What follows belongs to an exercise in optimizing a design on an open flow for small area, a short achievable clock period and few clock cycles per item; a production flow would make more cautious choices. The RTL was checked by simulation tests, not by an equivalence proof against the original design. Power figures rest on the tool's default switching activity, not on a simulated workload.

==> flow/design.v (outline; a module is shown in full before it is edited, if it fits) <==
// module dft_tables: 75 lines
// module hann_dft64: 5699 lines
module hann_dft64 (
    input  wire               clk,
    input  wire               rst,
    input  wire               in_valid,
    output wire               in_ready,
    input  wire signed [15:0] in_data,
    output wire               out_valid,
    input  wire               out_ready,
    output wire signed [23:0] out_re,
    output wire signed [23:0] out_im
);
  // ...
==> flow/flow/run.sh <==
#!/bin/bash
# The standard layout (standard.sh: the standard synthesis and ORFS flow,
# unchanged), with a larger setup margin for ORFS's repair_timing so that the
# optimiser also works on paths that already meet the 12 ns clock.  The SDC,
# clock period and all constraints are the standard flow's own.
set -euo pipefail
export SETUP_SLACK_MARGIN=7.5
bash standard.sh > standard_flow.log 2>&1
==> flow/standard.sh <==
#!/bin/bash
# synth_recipe.tcl (not shown) runs the flow's synth.tcl, then flattens the netlist and writes it again
# the make line also repeats each setting of config.mk as NAME=value (left out here)
make -C /OpenROAD-flow-scripts/flow DESIGN_CONFIG=/design/flow/config.mk WORK_HOME=/design/flow/orfs CLKGATE_MAP_FILE= SYNTH_SCRIPT=/design/flow/synth_recipe.tcl "${@:-finish}"
==> flow/config.mk <==
export PLATFORM = sky130hd
export DESIGN_NAME = hann_dft64
export DESIGN_NICKNAME = hann_dft64
export VERILOG_FILES = /design/flow/design.v
export SDC_FILE = /design/flow/constraint.sdc
export NUM_CORES = 4
export LEC_CHECK = 0
export CAP_MARGIN = 20
export CORE_MARGIN = 2
export CORE_UTILIZATION = 35
export PLACE_DENSITY = 0.45
export SLEW_MARGIN = 20
==> flow/constraint.sdc <==
create_clock -name core_clock -period 12.0 [get_ports {clk}]
set_input_delay 2.4000 -clock core_clock [delete_from_list [all_inputs] [get_ports {clk}]]
set_output_delay 2.4000 -clock core_clock [all_outputs]
set_load 0.01 [all_outputs]
==> summary.txt, run 1 <==
Synthesis
  – Post-Synthesis Cells: 17,465
  – Synth top cells by count: edfxtp_1, inv_1, fa_1, dfxtp_1, ha_1
  – Post-synthesis mux area share: 5.12%
  – Syn Nets: 20,243
  – Most numerous cell in the Yosys netlist: edfxtp_1

Layout
  – Largest reg by FF count: d1
  – Final design utilization: 39.9%
  – Sequential cell count: 4,907
  – Fraction of standard cell area that is sequential: 47.6%
  – Bufs w/o clock: 356
  – Layout cells sized above 1: 10.8%
  – Ant diodes: 323
  – Most common cell after layout, fill and taps aside: edfxtp_1

Critical path
  – Data required, critical path: 9.60 ns
  – CP Capture Point: out_im[7]
  – Bufs and invs on worst path: 1
  – Worst R2R End: cs0[23]$_DFF_P_
  – Slowest-stage cell, CP: edfxtp_1

Placed design
  – DP Worst Slack: 6.36 ns
  – Placed Cells: 26,357

Pwr
  – Sequential power: 21.6 mW
  – Pwr Density: 166 mW/mm²
  – P_sw: 13.6 mW
  – Gate power share: 14.6%
  – Cell internal pwr: 31.8 mW

Timing
  – Hold WS: 0.310 ns
  – Slew Viols, Final: 0
  – Final WS setup: 7.28 ns
  – Fin crit period: 4.72 ns

Global route
  – Antenna violations before repair: 100

Drt
  – Post-DR wirelength/cell: 29.7 µm
  – Post-route ant nets: 0
  – Met3 wire length: 46,200 µm
  – Via count: 138,693

Floorplan
  – N_taps: 9,180

Outcome
  – Outcome: finished clean

Clock network
  – Clk sink count: 4,907
  – CTS Buf Count: 562
Testbench counts, summed over its fixed seeds: cycles 3,536, frames 48.
==> run 2, diff against run 1 <==
--- a/flow/design.v
+++ b/flow/design.v
@@ -5753,22 +5753,25 @@
             6'd28: dsrc = q28;
             6'd29: dsrc = q29;
             6'd30: dsrc = q30;
             6'd31: dsrc = q31;
             6'd32: dsrc = {{2{capn[21]}}, capn, 24'd0};
             default: dsrc = {48{1'bx}};
         endcase
     end
-    reg signed [23:0] ore, oim;
+    reg signed [23:0] ore, oim, ore_o, oim_o;
+    wire [47:0] onx = load_t ? {hr1, r1} : load_d ? dsrc : {ore, oim};
     always @(posedge clk) begin
         if (load_t) begin
             ore <= hr1;
             oim <= r1;
         end else if (load_d) begin
             ore <= dsrc[47:24];
             oim <= dsrc[23:0];
         end
+        ore_o <= onx[47:24];
+        oim_o <= onx[23:0];
     end
     assign out_valid = out_valid_r;
-    assign out_re = ore;
-    assign out_im = oim;
+    assign out_re = ore_o;
+    assign out_im = oim_o;
 endmodule
==> summary.txt, run 2 <==
Layout
  – Commonest cells after routing, fill and taps aside: edfxtp_1, inv_1, fa_1, dfxtp_1, ha_1
  – Top flop regs: d1 (544), d2 (288), d3 (152)
  – Largest reg by FF count: d1
  – Most common cell after layout, fill and taps aside: edfxtp_1
  – Final #Nets: 20,653
  – Layout cells sized above 1: 10.8% (+0.071 points)
  – Area grow syn2layout: 13.7%
  – Max reg flops: 544
  – Final design utilization: 39.9% (+0.060 points)

Floorplan
  – FP Rows: 305
  – Core area: 0.690 mm²
  – Initial Utilization: 35.1%
  – Chip height: 836 µm
  – Die W: 836 µm
  – Die Footprint: 0.698 mm²
  – I/O pins: 70

Clock network
  – CTS tree: done
  – Max clock buf depth: 4
  – Clk sink count: 4,955 (+0.98%)
  – H-tree Lvls: 6
  – Clock Pin Slew Worst Setup and Hold Paths: 0.06 ns
  – CTS Buf Count: 567 (+0.89%)
  – Clk Latency, worst-skew pair: 1.12 ns
  – Clock Root Buffer: clkbuf_16

Drt
  – Via count: 138,699 (+0.0043%)
  – Post-DR wirelength/cell: 29.4 µm (-0.96%)
  – DR iter-0 viols: 14,260
  – Vias per inst: 4.97
  – Drc violations: 0
  – Router iterations before antenna repair: 6
  – Post-route ant nets: 0 (unchanged)
  – Final WL: 822,000 µm

Timing
  – Relative slew slack: 18.3%
  – Sum Neg Setup Slack: 0 ns
  – Final Hold Fails: 0
  – Max Clk Rate: 225 MHz
  – Fin crit period: 4.45 ns (-0.265 ns)
  – RSZ-0062 raised after global routing: false
  – Clk_skew: 0.0914 ns
  – Slew Viols, Final: 0 (unchanged)
  – # setup viols final: 0
  – Slew @ Worst Pin: 1.21 ns
  – Final period utilization: 37.1%

Critical path
  – Data required, critical path: 12.91 ns (+3.31 ns)
  – Most frequent CP cell: fa_1
  – CP Max Fanout: 3
  – CP peak stage delay: 0.72 ns
  – CP cell instances: inv_1, fa_1, inv_1, fa_1, fa_1, inv_1, fa_1, fa_1, inv_1, fa_1
  – Critical Path Sink Type: flip-flop
  – Critical path launch point type: flip-flop
  – Crit path kind: flip-flop to flip-flop
  – Slowest-stage cell, CP: fa_1
  – Crit path DAT: 5.36 ns

Synthesis
  – Post-Synthesis Cells: 17,546 (+0.46%)
  – Ys Warns: 7
  – Most numerous cell in the Yosys netlist: edfxtp_1
  – Distinct cells, synth: 92
  – Largest area contributor in the netlist: edfxtp_1
  – Synth area leaders: edfxtp_1, fa_1, dfxtp_1, inv_1, mux4_2
  – Async set or reset register ratio after synthesis: 0%
  – Post-synth EDFFs: 3,163
  – Post-synthesis cell area: 0.242 mm²
  – Register bit total from synthesis: 4,955
  – Sequential fraction of the synthesis area: 54.1%
  – Share of the synthesized area in the top cell type: 39.2%
  – Syn Nets: 20,324 (+0.40%)
  – Synth Flop Type: edfxtp_1
  – Avg Cell Area, Syn: 13.8 µm²
  – Synth top cells by count: edfxtp_1, inv_1, fa_1, dfxtp_1, ha_1

Global route
  – Vias in the first global route: 140,421
  – Antenna violations before repair: 125 (+25%)
  – GRT overflow: 0
  – Largest net degree at the start of global routing: 204
  – Total track usage: 23.1%
  – Global-route wire length before repair: 1,130,000 µm

Placed design
  – Gpl congestion: 0.912
  – IO Port Bufs: 69
  – Placed wire-length estimate: 618,000 µm

Job
  – Max Cap Viol: 0

Worst hold path
  – Hold Crit Class: flip-flop to flip-flop

Pwr
  – VDD IR-drop max: 0.175 mV
  – Leak: 105 nW
  – Pwr Density: 167 mW/mm² (+0.43%)

Outcome
  – Outcome: finished clean
## run 2: layer usage
metal	track usage (%)	vias up	part of all wire (%)
met5	0	-	0.017
met4	7.62	22	3.7
met3	3.64	850	6.4
met2	35.6	4399	45
met1	33.4	73117	45
li1	-	60311	-
## run 2: final cells by class
| cell class | count | area, µm² |
|---|---|---|
| fill | 64745 | 414000 |
| sequential | 4955 | 131000 |
| multi-input combinational | 8953 | 98200 |
| clock buffer | 810 | 16100 |
| tap | 9210 | 11500 |
| inverter | 3043 | 11500 |
| timing repair buffer | 355 | 3070 |
| clock inverter | 237 | 2780 |
| antenna | 367 | 918 |
## run 2: worst paths after layout
check	from	end	slack (ns)	cells after the start
max	z13[7]$_DFF_P_	cc5[20]$_DFF_P_	7.55	10
min	bl5[14]$_DFF_P_	bw5[14]$_DFF_P_	0.32	0
max reg2reg	z13[7]$_DFF_P_	cc5[20]$_DFF_P_	7.55	10
min reg2reg	bl5[14]$_DFF_P_	bw5[14]$_DFF_P_	0.32	0
## run 2: repair_timing
action / in CTS / in global routing
pin swaps: 1 / 6
endpoints found under the setup margin: 176 / 400
resized for setup: 184 / 85
hold buffers: 0 / 0
setup buffers: 4 / 17
## run 2: power breakdown
group,internal [mW],switching (mW)
Combinational,2.11,4.12
Clock,10.1,7.36
Sequential,19.9,2.16
Total,32.2,13.6
## run 2: cell families (layout without fill, tap and decap cells)
| kind of cell | Yosys count | count (layout) | share of synthesized area [%] |
|---|---|---|---|
| flip-flops | 4955 | 4955 | 54.1 |
| buffers and inverters | 3638 | 4445 | 5.64 |
| adder cells (fa/ha/maj) | 2759 | 2759 | 20.6 |
| AND/OR/NAND/NOR | 2282 | 2282 | 4.60 |
| AO/OA/AOI/OAI | 2185 | 2185 | 6.07 |
| XOR/XNOR | 1015 | 1015 | 3.67 |
| multiplexers | 712 | 712 | 5.33 |
| other | 0 | 367 | 0 |
## run 2: critical path, delay by kind of cell (launching register included)
kind | cells | cell delay (ns)
adders and majority gates | 6 | 3.12
buffers and inverters | 4 | 0.50
DFF | 1 | 0.68
## run 2: per-stage QoR
step           instance area, µm²  hold slack (ns)  cells  setup slack (ns)  power (mW)
4_1_cts                    274000            0.324  27542              7.25        46.3
6_report                   275000            0.320  27930              7.55        45.8
2_1_floorplan              242000            0.310  17546              5.86        24.5
3_5_place_dp               255000            0.312  26491              6.09        28.7
5_1_grt                    275000            0.327  27888              7.43        47.5
3_3_place_gp               255000            0.310  26488              6.16        28.7
Testbench counts of run 2, summed over its fixed seeds: cycles 3,536, frames 48.
==> run 3, diff against run 2 <==
--- a/flow/config.mk
+++ b/flow/config.mk
@@ -7,6 +7,6 @@
 export LEC_CHECK = 0
 export CAP_MARGIN = 20
 export CORE_MARGIN = 2
-export CORE_UTILIZATION = 35
-export PLACE_DENSITY = 0.45
+export CORE_UTILIZATION = 55
+export PLACE_DENSITY = 0.65
 export SLEW_MARGIN = 20
==> summary.txt, run 3 <==
Outcome
  – Outcome: finished clean

Layout
  – Max reg flops: 544 (unchanged)
  – Non-filler cells, final: 24,447 (-12%)
  – Largest reg by FF count: d1
  – Final #Nets: 20,591 (-0.30%)
  – Commonest cells after routing, fill and taps aside: edfxtp_1, inv_1, fa_1, dfxtp_1, ha_1
  – Fillers: 33,611 (-48%)
  – Layout cells sized above 1: 10.3% (-0.57 points)
  – Top flop regs: d1 (544), d2 (288), d3 (152)
  – Most common cell after layout, fill and taps aside: edfxtp_1
  – Area grow syn2layout: 11.2%

Global route
  – Vias in the first global route: 139,532 (-0.63%)
  – Largest net degree at the start of global routing: 162 (-21%)
  – GRT overflow: 0 (unchanged)
  – Global-route wire length before repair: 1,030,000 µm (-9.0%)
  – Total track usage: 32.9% (+9.8 points)
  – Antenna violations before repair: 97 (-22%)

Critical path
  – Critical Path Sink Type: output pin
  – Bufs and invs on worst path: 1 (-3)
  – Delay-heaviest family, CP: flip-flops
  – Crit path kind: flip-flop to output pin
  – CP peak stage delay: 0.59 ns (-0.13 ns)
  – Worst R2R End: cc1[18]$_DFF_P_
  – Worst r2r src: z6[17]$_DFF_P_
  – Crit path DAT: 2.08 ns (-3.28 ns)
  – Critical path launch point type: flip-flop
  – Critical Path Stages: 1 (-9)
  – Slowest-stage cell, CP: dfxtp_2
  – Worst R2R Setup Slack: 7.54 ns (about the same)
  – Data required, critical path: 9.60 ns (-3.31 ns)
  – CP Max Fanout: 14 (+11)
  – CP cell instances: dlygate4sd2_1
  – Reg2Reg Depth: 12 (+2)

Clock network
  – CTS Buf Count: 522 (-7.9%)
  – Clk sink count: 4,955 (unchanged)
  – Post-cts hold buffer count: 0 (unchanged)
  – Clock Pin Slew Worst Setup and Hold Paths: 0.06 ns (about the same)
  – H-tree Lvls: 6 (unchanged)
  – CTS tree: done
  – Max clock buf depth: 4 (unchanged)
  – Clk Latency, worst-skew pair: 1.07 ns (-0.05 ns)
  – Clock Root Buffer: clkbuf_16

Synthesis
  – Sequential fraction of the synthesis area: 54.1% (unchanged)
  – Largest area contributor in the netlist: edfxtp_1
  – Distinct cells, synth: 92 (unchanged)
  – Post-synth EDFFs: 3,163 (unchanged)
  – Async set or reset register ratio after synthesis: 0% (unchanged)
  – Ys Warns: 7 (unchanged)
  – Avg Cell Area, Syn: 13.8 µm² (unchanged)
  – Register bit total from synthesis: 4,955 (unchanged)
  – Synth area leaders: edfxtp_1, fa_1, dfxtp_1, inv_1, mux4_2
  – Share of the synthesized area in the top cell type: 39.2% (unchanged)
  – Post-synthesis cell area: 0.242 mm² (unchanged)
  – Post-Synthesis Cells: 17,546 (unchanged)
  – Synth top cells by count: edfxtp_1, inv_1, fa_1, dfxtp_1, ha_1
  – Most numerous cell in the Yosys netlist: edfxtp_1
  – Synth Flop Type: edfxtp_1
  – Syn Nets: 20,324 (unchanged)

Timing
  – Fin crit period: 4.48 ns (+0.0276 ns)
  – Max Clk Rate: 223 MHz (-0.62%)
  – RSZ-0062 raised after global routing: false
  – Sum Neg Setup Slack: 0 ns (unchanged)
  – Final period utilization: 37.3% (+0.23 points)
  – Clk_skew: 0.0550 ns (-0.0364 ns)
  – # setup viols final: 0 (unchanged)
  – Relative slew slack: 2.79% (-15 points)
  – Final Hold Fails: 0 (unchanged)
  – Slew @ Worst Pin: 1.45 ns (+0.240 ns)
  – Slew Viols, Final: 0 (unchanged)

Placed design
  – Gpl congestion: 1.00 (+9.8%)
  – Placed wire-length estimate: 547,000 µm (-12%)
  – Placed Cells: 23,148 (-13%)
  – IO Port Bufs: 69 (unchanged)

Floorplan
  – I/O pins: 70 (unchanged)
  – Initial Utilization: 55.2% (+20 points)
  – Die W: 667 µm (-20%)
  – Core area: 0.438 mm² (-36%)
  – Die Footprint: 0.445 mm² (-36%)
  – Chip height: 667 µm (-20%)
  – FP Rows: 243 (-20%)

Drt
  – Post-route ant nets: 0 (unchanged)
  – Drc violations: 0 (unchanged)
  – DR iter-0 viols: 17,483 (+23%)
  – Via count: 141,208 (+1.8%)
  – Final WL: 733,000 µm (-11%)
  – Router iterations before antenna repair: 6 (unchanged)
  – Vias per inst: 5.78 (+16%)
  – Post-DR wirelength/cell: 30.0 µm (+1.9%)

Worst hold path
  – Hold path startpoint: z0[2]$_DFF_P_
  – WHS Endpoint: cs4[16]$_DFF_P_
  – Hold Crit Depth: 0 (unchanged)
  – Hold Crit Class: flip-flop to flip-flop

Pwr
  – Leak: 105 nW (-0.79%)
  – VDD IR-drop max: 0.204 mV (+17%)
  – Pwr Density: 165 mW/mm² (-0.99%)

Job
  – Max Cap Viol: 0 (unchanged)
-- run 3: changes by cell type in the layout (fill, tap and decap cells not counted), moves of 9 or more --
cell | previous run | this run
bufinv_16 | 34 | 43
clkbuf_1 | 159 | 121
clkbuf_16 | 580 | 541
clkbuf_8 | 67 | 45
clkinv_16 | 13 | 4
clkinvlp_4 | 27 | 36
dfxtp_1 | 1632 | 1663
dfxtp_2 | 88 | 79
dfxtp_4 | 72 | 50
diode_2 | 367 | 326
-- run 3: cells by family (layout without fill, tap and decap cells) --
logic type | Yosys count | in the layout | share of synthesized area, %
and+or+nand+nor | 2282 | 2282 | 4.60
adders and majority gates | 2759 | 2759 | 20.6
muxes | 712 | 712 | 5.33
DFF | 4955 | 4955 | 54.1
buffers and inverters | 3638 | 4333 | 5.64
other | 0 | 326 | 0
AOI/OAI and AO/OA | 2185 | 2185 | 6.07
xor gates and xnor gates | 1015 | 1015 | 3.67
-- run 3: cell type report --
cell class	instances	area (µm²)	area share [%]
multi-input cells	8953	98200	36.5
clock inverters	246	2820	1.05
clock buffers	706	14600	5.42
diodes	326	816	0.303
inverters	3043	11400	4.25
well taps	5880	7360	2.73
flip-flops and latches	4955	131000	48.7
repair buffers	338	2810	1.05
-- run 3: worst max-delay path by stage --
| stage | to | slack (ns) | start |
|---|---|---|---|
| global placement | eb[4]$_SDFFE_PP0N_ | 6.03 | out_ready |
| global route | cc1[18]$_DFF_P_ | 7.48 | z6[17]$_DFF_P_ |
| detailed placement | eb[4]$_SDFFE_PP0N_ | 6.05 | out_ready |
| CTS | out_im[11] | 7.50 | oim_o[11]$_DFF_P_ |
| finish | out_re[1] | 7.52 | ore_o[1]$_DFF_P_ |
| floorplan | cap0[0]$_DFFE_PP_ | 5.86 | v2$_DFF_P_ |
-- run 3: power by group --
part           leakage, nW  switching [mW]  total (mW)  internal, mW
sequential            43.3            1.91        21.8          19.9
clock                 8.45            6.90        16.4          9.54
combinational         52.8            4.00        6.11          2.11
-- run 3: stage by stage --
stage | worst slack (ns) | power (mW) | hold slack (ns) | cell area, µm² | utilization (%)
floorplan | 5.86 | 24.5 | 0.310 | 242000 | -
global placement | 6.03 | 28.0 | 0.310 | 250000 | 57.1
detailed placement | 6.05 | 28.1 | 0.312 | 250000 | 57.2
CTS | 7.50 | 44.4 | 0.280 | 268000 | 61.2
global route | 7.48 | 45.8 | 0.307 | 269000 | 61.4
finish | 7.52 | 44.4 | 0.294 | 269000 | 61.4
-- run 3: what timing repair did --
item,CTS,global route
setup buffers,4,16
gates resized for setup,142,75
pin swaps,0,1
setup endpoints to repair,170,88
-- run 3: metal layers --
| metal | part of all wire (%) | GRT usage [%] | vias up |
|---|---|---|---|
| met5 | 0.020 | 0 | - |
| met4 | 5.4 | 15.3 | 22 |
| met3 | 9.8 | 6.94 | 1212 |
| met2 | 44 | 48.6 | 6943 |
| met1 | 41 | 47.0 | 72954 |
| li1 | - | - | 60077 |
==> run 4, diff against run 3 <==
--- a/flow/flow/run.sh
+++ b/flow/flow/run.sh
@@ -4,5 +4,5 @@
 # optimiser also works on paths that already meet the 12 ns clock.  The SDC,
 # clock period and all constraints are the standard flow's own.
 set -euo pipefail
-export SETUP_SLACK_MARGIN=7.5
+export SETUP_SLACK_MARGIN=9
 bash standard.sh > standard_flow.log 2>&1
--- a/flow/config.mk
+++ b/flow/config.mk
@@ -7,6 +7,6 @@
 export LEC_CHECK = 0
 export CAP_MARGIN = 20
 export CORE_MARGIN = 2
-export CORE_UTILIZATION = 55
-export PLACE_DENSITY = 0.65
+export CORE_UTILIZATION = 35
+export PLACE_DENSITY = 0.45
 export SLEW_MARGIN = 20
==> summary.txt, run 4 <==
Outcome
  – Outcome: finished clean

Layout
  – Max reg flops: 544 (unchanged)
  – Largest reg by FF count: d1
  – Layout cells sized above 1: 28.0% (+18 points)
  – Storage cell area: 0.132 mm² (+0.89%)
  – Area grow syn2layout: 21.5%
  – Non-filler cells, final: 28,478 (+16%)
  – Fillers: 63,423 (+89%)
  – Most common cell after layout, fill and taps aside: edfxtp_1
  – Commonest cells after routing, fill and taps aside: edfxtp_1, inv_1, fa_1, dfxtp_1, buf_4
  – Area occupied by multi-input gates: 0.106 mm² (+7.7%)
  – Top flop regs: d1 (544), d2 (288), d3 (152)
  – Final #Nets: 21,516 (+4.5%)

Global route
  – Vias in the first global route: 146,071 (+4.7%)
  – Antenna violations before repair: 74 (-24%)
  – Total track usage: 23.8% (-9.1 points)
  – Global-route wire length before repair: 1,170,000 µm (+14%)
  – Largest net degree at the start of global routing: 180 (+11%)
  – GRT overflow: 0 (unchanged)

Drt
  – DR iter-0 viols: 14,420 (-18%)
  – Drc violations: 0 (unchanged)
  – Post-route ant nets: 0 (unchanged)
  – Post-DR wirelength/cell: 29.8 µm (-0.41%)
  – Final WL: 850,000 µm (+16%)
  – Via count: 143,451 (+1.6%)
  – Router iterations before antenna repair: 7 (+1)
  – Vias per inst: 5.04 (-13%)

Synthesis
  – Avg Cell Area, Syn: 13.8 µm² (unchanged)
  – Post-synth EDFFs: 3,163 (unchanged)
  – Largest area contributor in the netlist: edfxtp_1
  – Ys Warns: 7 (unchanged)
  – Post-synthesis cell area: 0.242 mm² (unchanged)
  – Synth top cells by count: edfxtp_1, inv_1, fa_1, dfxtp_1, ha_1
  – Register bit total from synthesis: 4,955 (unchanged)
  – Synth area leaders: edfxtp_1, fa_1, dfxtp_1, inv_1, mux4_2
  – Synth Flop Type: edfxtp_1
  – Async set or reset register ratio after synthesis: 0% (unchanged)
  – Share of the synthesized area in the top cell type: 39.2% (unchanged)
  – Sequential fraction of the synthesis area: 54.1% (unchanged)
  – Most numerous cell in the Yosys netlist: edfxtp_1
  – Post-Synthesis Cells: 17,546 (unchanged)
  – Distinct cells, synth: 92 (unchanged)
  – Syn Nets: 20,324 (unchanged)

Clock network
  – Clock Root Buffer: clkbuf_16
  – H-tree Lvls: 6 (unchanged)
  – CTS tree: done
  – Clk sink count: 4,955 (unchanged)
  – CTS Buf Count: 567 (+8.6%)
  – Clock Pin Slew Worst Setup and Hold Paths: 0.06 ns (about the same)
  – Clk Latency, worst-skew pair: 1.14 ns (+0.07 ns)
  – Post-cts hold buffer count: 0 (unchanged)
  – Max clock buf depth: 4 (unchanged)

Pwr
  – VDD IR-drop max: 0.169 mV (-17%)
  – Leak: 112 nW (+6.7%)
  – Pwr Density: 165 mW/mm² (about the same)

Critical path
  – CP cell instances: buf_12, fa_1, inv_2, fa_2, fa_1, inv_2, fa_1, inv_2, fa_2, fa_2, inv_2, fa_2
  – Delay-heaviest family, CP: adder cells
  – Crit path DAT: 5.27 ns (+3.19 ns)
  – Bufs and invs on worst path: 5 (+4)
  – Data required, critical path: 12.99 ns (+3.39 ns)
  – Critical path launch point type: flip-flop
  – Critical Path Sink Type: flip-flop
  – CP peak stage delay: 0.57 ns (-0.02 ns)
  – Crit path kind: flip-flop to flip-flop
  – CP Max Fanout: 2 (-12)
  – Slowest-stage cell, CP: fa_2

Floorplan
  – FP Rows: 305 (+26%)
  – Chip height: 836 µm (+25%)
  – Die Footprint: 0.698 mm² (+57%)
  – Die W: 836 µm (+25%)
  – Core area: 0.690 mm² (+57%)
  – Initial Utilization: 35.1% (-20 points)
  – I/O pins: 70 (unchanged)

Timing
  – Sum Neg Setup Slack: 0 ns (unchanged)
  – Clk_skew: 0.0948 ns (+0.0397 ns)
  – # setup viols final: 0 (unchanged)
  – Slew Viols, Final: 0 (unchanged)
  – Slew @ Worst Pin: 1.28 ns (-0.169 ns)
  – Max Clk Rate: 234 MHz (+4.9%)
  – RSZ-0062 raised after global routing: true
  – Final period utilization: 35.6% (-1.7 points)
  – Hold WS: 0.279 ns (-0.0154 ns)
  – Relative slew slack: 14.1% (+11 points)
  – Fin crit period: 4.27 ns (-0.208 ns)
  – Final Hold Fails: 0 (unchanged)

Placed design
  – Placed Cells: 26,498 (+14%)
  – Gpl congestion: 0.920 (-8.2%)
  – IO Port Bufs: 69 (unchanged)
  – Placed wire-length estimate: 617,000 µm (+13%)

Worst hold path
  – Hold Crit Class: flip-flop to flip-flop

Job
  – Max Cap Viol: 0 (unchanged)
-- run 4: cell count changes in the layout (fill, tap and decap cells not counted), moves of 267 or more --
cell / change
buf_4: +477
inv_1: -627
fa_1: -651
dfxtp_1: -410
diode_2: -267
inv_2: +540
fa_2: +651
-- run 4: metrics by stage --
stage	utilization (%)	total power, mW	worst slack [ns]	instance area [µm²]
6_report	42.6	48.5	7.73	294000
5_1_grt	42.6	50.1	7.62	294000
4_1_cts	41.9	48.0	7.70	289000
3_5_place_dp	37.0	28.7	5.91	255000
3_3_place_gp	37.0	28.7	5.88	255000
2_1_floorplan	-	24.5	5.86	242000
-- run 4: final cells by class --
type                    instances  share of cell area, %
diodes                         59                 0.0502
clock buffers                 793                   5.45
clock inverters               247                   1.07
inverters                    3043                   4.01
multi-input cells            8953                   35.9
flip-flops and latches       4955                   45.0
well taps                    9210                   3.92
repair buffers               1217                   4.57
repair inverters                1                0.00213
-- run 4: worst paths after layout --
kind         slack [ns]  cells after the start            from         endpoint
max                7.73                     12  z2[12]$_DFF_P_  cc1[15]$_DFF_P_
min                0.28                      0  bl3[1]$_DFF_P_   bw3[1]$_DFF_P_
min reg2reg        0.28                      0  bl3[1]$_DFF_P_   bw3[1]$_DFF_P_
max reg2reg        7.73                     12  z2[12]$_DFF_P_  cc1[15]$_DFF_P_
-- run 4: timing repair --
action,CTS,global route
pin swaps,1128,740
gates cloned,51,7
setup endpoints to repair,2244,1122
hold endpoints to repair,0,0
resized for setup,3235,930
setup buffers,589,234
-- run 4: routing by layer --
layer | share of wire (%) | up-vias | track usage (%) | wire length (µm)
met5 | 0.0058 | - | 0 | 49
met4 | 4.0 | 8 | 7.92 | 34000
met2 | 45 | 4420 | 36.9 | 382000
met1 | 45 | 76343 | 34.5 | 382000
li1 | - | 61760 | - | -
met3 | 6.0 | 920 | 3.39 | 51400
-- run 4: worst reg2reg max path: stages, from the launching register on --
cell and delay [ns]:
dfxtp_4 0.36, buf_12 0.13, fa_1 0.51, inv_2 0.04, fa_2 0.48, fa_1 0.56, inv_2 0.05, fa_1 0.49
inv_2 0.04, fa_2 0.39, fa_2 0.57, inv_2 0.04, fa_2 0.51
-- run 4: power breakdown --
| group | internal (mW) | switching (mW) |
|---|---|---|
| Combinational | 3.65 | 5.11 |
| Clock | 10.2 | 7.49 |
| Sequential | 19.9 | 2.08 |
| Total | 33.8 | 14.7 |
-- run 4: logic make-up after synthesis --
| kind of cell | Yosys count | share of synthesized area (%) |
|---|---|---|
| DFF | 4955 | 54.1 |
| xor gates and xnor gates | 1015 | 3.67 |
| buffers and inverters | 3638 | 5.64 |
| adders and majority gates | 2759 | 20.6 |
| AOI/OAI and AO/OA | 2185 | 6.07 |
| muxes | 712 | 5.33 |
| and+or+nand+nor | 2282 | 4.60 |
==> run 5, diff against run 4 <==
==> flow/run.sh (new file) <==
#!/bin/bash
# synth_recipe.tcl (not shown) runs the flow's synth.tcl, then flattens the netlist and writes it again
# the make line also repeats each setting of config.mk as NAME=value (left out here)
make -C /OpenROAD-flow-scripts/flow DESIGN_CONFIG=/design/flow/config.mk WORK_HOME=/design/flow/orfs CLKGATE_MAP_FILE= SYNTH_SCRIPT=/design/flow/synth_recipe.tcl finish
removed: flow/flow/run.sh
removed: flow/standard.sh
==> summary.txt, run 5 <==
Layout
  – Top flop regs: d1 (544), d2 (288), d3 (152)
  – Area grow syn2layout: 13.1%
  – Largest reg by FF count: d1
  – Final #Nets: 20,633 (-4.1%)
  – Most common cell after layout, fill and taps aside: edfxtp_1
  – Commonest cells after routing, fill and taps aside: edfxtp_1, inv_1, fa_1, dfxtp_1, ha_1
  – Layout cells sized above 1: 9.85% (-18 points)
  – Max reg flops: 544 (unchanged)
  – Post-route design area: 0.274 mm² (-6.9%)

Clock network
  – Clock Pin Slew Worst Setup and Hold Paths: 0.06 ns (about the same)
  – Post-CTS setup buffers: 0 (-100%)
  – Clock Root Buffer: clkbuf_16
  – Clk Latency, worst-skew pair: 1.14 ns (about the same)
  – Clk sink count: 4,955 (unchanged)
  – Post-cts hold buffer count: 0 (unchanged)
  – Max clock buf depth: 4 (unchanged)
  – CTS Buf Count: 565 (-0.35%)
  – CTS tree: done
  – Post-CTS Resized: 0 (-100%)
  – H-tree Lvls: 6 (unchanged)

Floorplan
  – Core area: 0.690 mm² (unchanged)
  – Chip height: 836 µm (unchanged)
  – FP Rows: 305 (unchanged)
  – Die W: 836 µm (unchanged)
  – I/O pins: 70 (unchanged)
  – Die Footprint: 0.698 mm² (unchanged)
  – Initial Utilization: 35.1% (unchanged)

Timing
  – Clk_skew: 0.0790 ns (-0.0157 ns)
  – Final Hold Fails: 0 (unchanged)
  – Final period utilization: 48.4% (+13 points)
  – Fin crit period: 5.80 ns (+1.53 ns)
  – # setup viols final: 0 (unchanged)
  – Slew @ Worst Pin: 1.24 ns (-0.0479 ns)
  – Max Clk Rate: 172 MHz (-26%)
  – RSZ-0062 raised after global routing: false
  – Sum Neg Setup Slack: 0 ns (unchanged)
  – Relative slew slack: 16.8% (+2.6 points)
  – Slew Viols, Final: 0 (unchanged)

Synthesis
  – Ys Warns: 7 (unchanged)
  – Most numerous cell in the Yosys netlist: edfxtp_1
  – Post-synthesis cell area: 0.242 mm² (unchanged)
  – Synth area leaders: edfxtp_1, fa_1, dfxtp_1, inv_1, mux4_2
  – Avg Cell Area, Syn: 13.8 µm² (unchanged)
  – Post-Synthesis Cells: 17,546 (unchanged)
  – Synth Flop Type: edfxtp_1
  – Share of the synthesized area in the top cell type: 39.2% (unchanged)
  – Register bit total from synthesis: 4,955 (unchanged)
  – Synth top cells by count: edfxtp_1, inv_1, fa_1, dfxtp_1, ha_1
  – Syn Nets: 20,324 (unchanged)
  – Largest area contributor in the netlist: edfxtp_1
  – Distinct cells, synth: 92 (unchanged)
  – Async set or reset register ratio after synthesis: 0% (unchanged)
  – Sequential fraction of the synthesis area: 54.1% (unchanged)
  – Post-synth EDFFs: 3,163 (unchanged)

Worst hold path
  – Hold Crit Depth: 0 (unchanged)
  – Hold Crit Class: flip-flop to flip-flop
  – WHS Endpoint: bw4[16]$_DFF_P_
  – Hold path startpoint: bl4[16]$_DFF_P_

Pwr
  – Leak: 105 nW (-5.8%)
  – Pwr Density: 166 mW/mm² (+0.93%)
  – VDD IR-drop max: 0.144 mV (-14%)

Critical path
  – Critical Path Sink Type: flip-flop
  – Worst R2R End: tc2[21]$_DFF_P_
  – Data required, critical path: 13.00 ns (about the same)
  – CP Max Fanout: 49 (+47)
  – Critical path launch point type: flip-flop
  – Worst R2R Setup Slack: 6.20 ns (-1.53 ns)
  – CP startpoint: amk[0]$_DFF_P_
  – Crit path kind: flip-flop to flip-flop
  – Crit path DAT: 6.80 ns (+1.53 ns)
  – Worst r2r src: amk[0]$_DFF_P_
  – Reg2Reg Depth: 11 (-1)

Drt
  – Post-route ant nets: 0 (unchanged)
  – Drc violations: 0 (unchanged)
  – Post-DR wirelength/cell: 29.5 µm (-1.0%)
  – Via count: 138,206 (-3.7%)
  – Final WL: 820,000 µm (-3.6%)
  – Vias per inst: 4.98 (-1.1%)
  – DR iter-0 viols: 14,835 (+2.9%)
  – Router iterations before antenna repair: 8 (+1)

Placed design
  – Placed wire-length estimate: 618,000 µm (+0.15%)
  – IO Port Bufs: 69 (unchanged)
  – Dpl cell area: 0.255 mm² (about the same)
  – Gpl congestion: 0.927 (+0.80%)

Global route
  – Largest net degree at the start of global routing: 203 (+13%)
  – Vias in the first global route: 140,238 (-4.0%)
  – GRT overflow: 0 (unchanged)
  – Total track usage: 23.1% (-0.74 points)
  – Antenna violations before repair: 125 (+69%)
  – Global-route wire length before repair: 1,130,000 µm (-3.4%)

Job
  – Max Cap Viol: 0 (unchanged)

Outcome
  – Outcome: finished clean
run 5: cell counts after synthesis:
Identical to the previous run, type by type.
run 5: through the flow:
step           util [%]  setup WS (ns)  hold slack [ns]  std cells  total power [mW]
3_5_place_dp       36.9           6.21            0.312      26496              28.7
6_report           39.7           6.20            0.323      27744              45.5
4_1_cts            39.6           6.21            0.324      27537              46.0
2_1_floorplan         -           1.64            0.310      17546              24.5
5_1_grt            39.7           5.98            0.327      27694              47.2
3_3_place_gp       36.9           6.24            0.310      26495              28.7
run 5: how the worst max path moves through the flow:
stage	endpoint	slack, ns	depth (start not counted)
2_1_floorplan	cap0[0]$_DFFE_PP_	1.64	2
5_1_grt	tc2[22]$_DFF_P_	5.98	11
3_3_place_gp	tc2[21]$_DFF_P_	6.24	11
3_5_place_dp	tc2[19]$_DFF_P_	6.21	11
6_report	tc2[21]$_DFF_P_	6.20	11
4_1_cts	tc2[19]$_DFF_P_	6.21	11
run 5: per-layer routing:
metal | vias up | routed length (µm) | track usage (%)
met2 | 4471 | 372000 | 35.8
li1 | 60093 | - | -
met3 | 847 | 53800 | 3.87
met1 | 72759 | 367000 | 33.1
met4 | 36 | 27000 | 7.56
met5 | - | 243 | 0
run 5: where the power goes:
part           leakage [nW]  switching (mW)  internal [mW]
logic                  52.8            4.17           2.14
registers              43.3            2.08           19.9
clock network          9.05            7.36           9.89
total                   105            13.6           31.9
run 5: worst max-delay path, cell delays in order (launching register included):
cell	delay, ns
dfxtp_4	0.94
buf_4	0.88
buf_4	0.79
xnor2_1	0.21
fa_1	0.57
inv_1	0.06
fa_1	0.45
fa_1	0.52
inv_1	0.06
fa_1	0.52
inv_1	0.05
fa_1	0.45
run 5: cell type report:
cell class | count | area (µm²)
fill | 64767 | 416000
sequential | 4955 | 131000
multi-input combinational | 8953 | 98100
clock buffer | 775 | 15800
tap | 9210 | 11500
inverter | 3043 | 11400
timing repair buffer | 337 | 2800
clock inverter | 266 | 2710
antenna | 205 | 513
run 5: cell families (layout without fill, tap and decap cells):
group | after synthesis | after routing | synth area share [%]
compound gates | 2185 | 2185 | 6.07
xor+xnor | 1015 | 1015 | 3.67
fa+ha+maj | 2759 | 2759 | 20.6
buf+inv | 3638 | 4421 | 5.64
flops | 4955 | 4955 | 54.1
mux | 712 | 712 | 5.33
other cells | 0 | 205 | 0
simple gates | 2282 | 2282 | 4.60
==> run 6, diff against run 5 <==
==> flow/flow/run.sh (new file) <==
#!/bin/bash
# The standard layout (standard.sh), in two calls:
#  1. the standard synthesis, unchanged;
#  2. the rest of the ORFS flow with
#     - a larger setup margin for repair_timing, so that the optimiser also
#       works on paths that already meet the 12 ns clock,
#     - cell resizing not limited to cells of the same footprint,
#     - the slow delay buffer clkdlybuf4s50_1 not used (so the port buffers
#       that buffer_ports inserts are ordinary buffers).
# The SDC, clock period and all constraints are the standard flow's own.
set -euo pipefail
export SETUP_SLACK_MARGIN=7.5
bash standard.sh synth > flow_synth.log 2>&1
export DONT_USE_CELLS="sky130_fd_sc_hd__clkdlybuf4s50_1"
bash standard.sh MATCH_CELL_FOOTPRINT=0 finish > flow_layout.log 2>&1
==> flow/standard.sh (new file) <==
#!/bin/bash
# synth_recipe.tcl (not shown) runs the flow's synth.tcl, then flattens the netlist and writes it again
# the make line also repeats each setting of config.mk as NAME=value (left out here)
make -C /OpenROAD-flow-scripts/flow DESIGN_CONFIG=/design/flow/config.mk WORK_HOME=/design/flow/orfs CLKGATE_MAP_FILE= SYNTH_SCRIPT=/design/flow/synth_recipe.tcl "${@:-finish}"
removed: flow/run.sh
==> summary.txt, run 6 <==
Outcome
  – Outcome: finished clean

Layout
  – Area grow syn2layout: 14.0%
  – Top flop regs: d1 (544), d2 (288), d3 (152)
  – Largest reg by FF count: d1
  – Layout cells sized above 1: 10.9% (+1.0 points)
  – Final #Nets: 20,651 (+0.087%)
  – Most common cell after layout, fill and taps aside: edfxtp_1
  – Post-route design area: 0.276 mm² (+0.75%)
  – Max reg flops: 544 (unchanged)
  – Commonest cells after routing, fill and taps aside: edfxtp_1, inv_1, fa_1, dfxtp_1, ha_1

Global route
  – Largest net degree at the start of global routing: 175 (-14%)
  – Antenna violations before repair: 116 (-7.2%)
  – Routing usage on met3: 3.46% (-0.40 points)
  – Met1 Use GR: 33.3% (+0.23 points)
  – Global route hottest layer: met2
  – Vias in the first global route: 140,811 (+0.41%)
  – Total track usage: 23.0% (-0.083 points)
  – Global-route wire length before repair: 1,130,000 µm (about the same)
  – Met2 GRT Util: 35.4% (-0.37 points)
  – GRT overflow: 0 (unchanged)

Clock network
  – Max clock buf depth: 4 (unchanged)
  – Clk sink count: 4,955 (unchanged)
  – Clk Latency, worst-skew pair: 1.11 ns (-0.03 ns)
  – CTS tree: done
  – Clock Pin Slew Worst Setup and Hold Paths: 0.06 ns (about the same)
  – Clock Root Buffer: clkbuf_16
  – Post-cts hold buffer count: 0 (unchanged)
  – CTS Buf Count: 565 (unchanged)
  – H-tree Lvls: 6 (unchanged)

Timing
  – Hold WS: 0.314 ns (-0.00929 ns)
  – Max Clk Rate: 227 MHz (+32%)
  – Final period utilization: 36.8% (-12 points)
  – Slew Viols, Final: 0 (unchanged)
  – Slew @ Worst Pin: 1.32 ns (+0.0827 ns)
  – Relative slew slack: 11.8% (-5.0 points)
  – Final Hold Fails: 0 (unchanged)
  – Clk_skew: 0.0617 ns (-0.0173 ns)
  – Fin crit period: 4.41 ns (-1.39 ns)
  – # setup viols final: 0 (unchanged)
  – Sum Neg Setup Slack: 0 ns (unchanged)
  – RSZ-0062 raised after global routing: true

Floorplan
  – Initial Utilization: 35.1% (unchanged)
  – FP Rows: 305 (unchanged)
  – Chip height: 836 µm (unchanged)
  – Die W: 836 µm (unchanged)
  – Core area: 0.690 mm² (unchanged)
  – Die Footprint: 0.698 mm² (unchanged)
  – I/O pins: 70 (unchanged)

Critical path
  – Crit path DAT: 5.36 ns (-1.44 ns)
  – CP Max Fanout: 4 (-92%)
  – CP Capture Point: cc0[16]$_DFF_P_
  – Critical path launch point type: flip-flop
  – Reg2Reg Depth: 13 (+2)
  – CP startpoint: z1[15]$_DFF_P_
  – Worst R2R Setup Slack: 7.59 ns (+1.39 ns)
  – Slowest-stage cell, CP: fa_1
  – Data required, critical path: 12.95 ns (-0.05 ns)
  – CP cell instances: inv_1, fa_1, inv_1, fa_1, inv_1, fa_1, inv_1, fa_1, inv_1, fa_1, fa_1, inv_1, fa_1
  – CP peak stage delay: 0.55 ns (-0.39 ns)
  – Worst r2r src: z1[15]$_DFF_P_
  – Most frequent CP cell: fa_1
  – Crit path kind: flip-flop to flip-flop
  – Worst R2R End: cc0[16]$_DFF_P_
  – Critical Path Sink Type: flip-flop

Drt
  – Post-route ant nets: 0 (unchanged)
  – Final WL: 818,000 µm (-0.19%)
  – Router iterations before antenna repair: 6 (-2)
  – Vias per inst: 4.96 (-0.47%)
  – Via count: 139,170 (+0.70%)
  – DR iter-0 viols: 13,913 (-6.2%)
  – Post-DR wirelength/cell: 29.1 µm (-1.3%)
  – Drc violations: 0 (unchanged)

Synthesis
  – Sequential fraction of the synthesis area: 54.1% (unchanged)
  – Post-synth EDFFs: 3,163 (unchanged)
  – Distinct cells, synth: 92 (unchanged)
  – Post-synthesis xor/xnor area fraction: 3.67% (unchanged)
  – Post-Synthesis Cells: 17,546 (unchanged)
  – Avg Cell Area, Syn: 13.8 µm² (unchanged)
  – Synth Area in Simple Gates: 4.60% (unchanged)
  – Largest area contributor in the netlist: edfxtp_1
  – Largest family of logic cells by synthesized area: adder cells
  – Synth Area in Compound Gates: 6.07% (unchanged)
  – Share of the synthesized area in the top cell type: 39.2% (unchanged)
  – Synth top cells by count: edfxtp_1, inv_1, fa_1, dfxtp_1, ha_1
  – Register bit total from synthesis: 4,955 (unchanged)
  – Synth Flop Type: edfxtp_1
  – Most numerous cell in the Yosys netlist: edfxtp_1
  – Post-synthesis cell area: 0.242 mm² (unchanged)
  – Async set or reset register ratio after synthesis: 0% (unchanged)
  – Post-synthesis mux area share: 5.33% (unchanged)
  – Syn Nets: 20,324 (unchanged)
  – Synth Area in Adders: 20.6% (unchanged)
  – Ys Warns: 7 (unchanged)
  – Synth area leaders: edfxtp_1, fa_1, dfxtp_1, inv_1, mux4_2

Pwr
  – Total power: 46.0 mW (+0.95%)
  – Leak: 106 nW (+0.77%)
  – VDD IR-drop max: 0.167 mV (+16%)
  – Pwr Density: 167 mW/mm² (+0.19%)

Job
  – Max Cap Viol: 0 (unchanged)

Placed design
  – Placed wire-length estimate: 614,000 µm (-0.58%)
  – Dpl cell area: 0.255 mm² (about the same)
  – IO Port Bufs: 69 (unchanged)
  – Gpl congestion: 0.920 (-0.76%)

Worst hold path
  – Hold Crit Class: flip-flop to flip-flop
  – Hold Crit Depth: 0 (unchanged)
-- run 6: cell counts after synthesis --
Identical to the previous run, type by type.
-- run 6: worst min-delay path by stage --
stage | start | endpoint | slack (ns)
4_1_cts | bl4[6]$_DFF_P_ | bw4[6]$_DFF_P_ | 0.32
2_1_floorplan | bl1[10]$_DFF_P_ | bw1[10]$_DFF_P_ | 0.31
6_report | bl4[6]$_DFF_P_ | bw4[6]$_DFF_P_ | 0.31
3_3_place_gp | bl2[9]$_DFF_P_ | bw2[9]$_DFF_P_ | 0.31
5_1_grt | bl4[2]$_DFF_P_ | bw4[2]$_DFF_P_ | 0.33
3_5_place_dp | bl1[4]$_DFF_P_ | bw1[4]$_DFF_P_ | 0.31
-- run 6: per-layer routing --
| layer | share of wire (%) | up-vias |
|---|---|---|
| met4 | 3.7 | 24 |
| met1 | 46 | 73725 |
| met3 | 5.9 | 858 |
| li1 | - | 60438 |
| met5 | 0.036 | - |
| met2 | 45 | 4125 |
-- run 6: timing repair --
action	CTS	global route
cloned	1	0
buffers inserted	8	24
setup endpoints to repair	217	239
pin swaps	0	8
resized for setup	183	74
-- run 6: kinds of logic (layout without fill, tap and decap cells) --
kind of cell    after synthesis  after routing
xor+xnor                   1015           1015
mux                         712            712
flops                      4955           4955
buf+inv                    3638           4445
other cells                   0            507
simple gates               2282           2282
compound gates             2185           2185
fa+ha+maj                  2759           2759
-- run 6: cell type report --
cell class                 instances  area (µm²)
timing repair inverter             1        7.51
clock inverter                   262        2980
timing repair buffer             354        3200
multi-input combinational       8953       98200
tap                             9210       11500
antenna                          507        1270
sequential                      4955      131000
clock buffer                     785       16000
inverter                        3043       11500
fill                           65032      414000
-- run 6: metrics by stage --
step / instances / worst slack (ns) / util, %
6_report: 28070 / 7.59 / 40.0
5_1_grt: 28018 / 7.49 / 40.0
4_1_cts: 27535 / 7.14 / 39.8
3_5_place_dp: 26479 / 5.19 / 36.9
3_3_place_gp: 26477 / 5.07 / 36.9
2_1_floorplan: 17546 / 5.86 / -
-- run 6: where the power goes --
part,internal [mW],switching [mW],leakage [nW]
Sequential,19.9,2.14,43.3
Combinational,2.13,4.16,53.3
Clock,10.1,7.51,9.26
Total,32.2,13.8,106
-- run 6: critical path, delay by kind of cell (launching register included) --
| kind | cells | cell delay [ns] |
|---|---|---|
| DFF | 1 | 0.43 |
| adders and majority gates | 7 | 3.41 |
| buffers and inverters | 6 | 0.45 |

## port drivers added, routing unchanged
Ports are ideal in the flow. The routed layouts listed here were re-timed in OpenROAD. Step 1 sets driving cells, clkbuf_16 on the clock port and buf_2 on the other inputs (assumed; they add their load-dependent delay and slew). Step 2, shift: input delay + t, output delay - t, t = (earliest + latest rising clock arrival at the registers) / 2. This alone moves slack from input paths to output paths. Slacks: ideal / step 1 / step 2; pairs: ideal / step 1.
run | shift t [ns] | setup WS [ns] | worst setup path after step 2 | cell pins on the clock port's net
run 1 | 1.204 | 7.283 / 7.147 / 6.615 | input to register | 1
run 2 | 1.215 | 7.548 / 7.422 / 6.331 | input to register | 1
run 3 | 1.161 | 7.520 / 7.393 / 6.594 | input to register | 1
run 4 | 1.222 | 7.729 / 7.659 / 7.729 | register to register | 1
run 5 | 1.214 | 6.195 / 6.195 / 6.195 | register to register | 1
run 6 | 1.211 | 7.587 / 7.488 / 6.585 | input to register | 1
After both steps setup and hold are still met in every run listed. For run 2, which loses most, drivers alone change the setup slack by -0.126 ns; drivers and shift together by -1.217 ns.
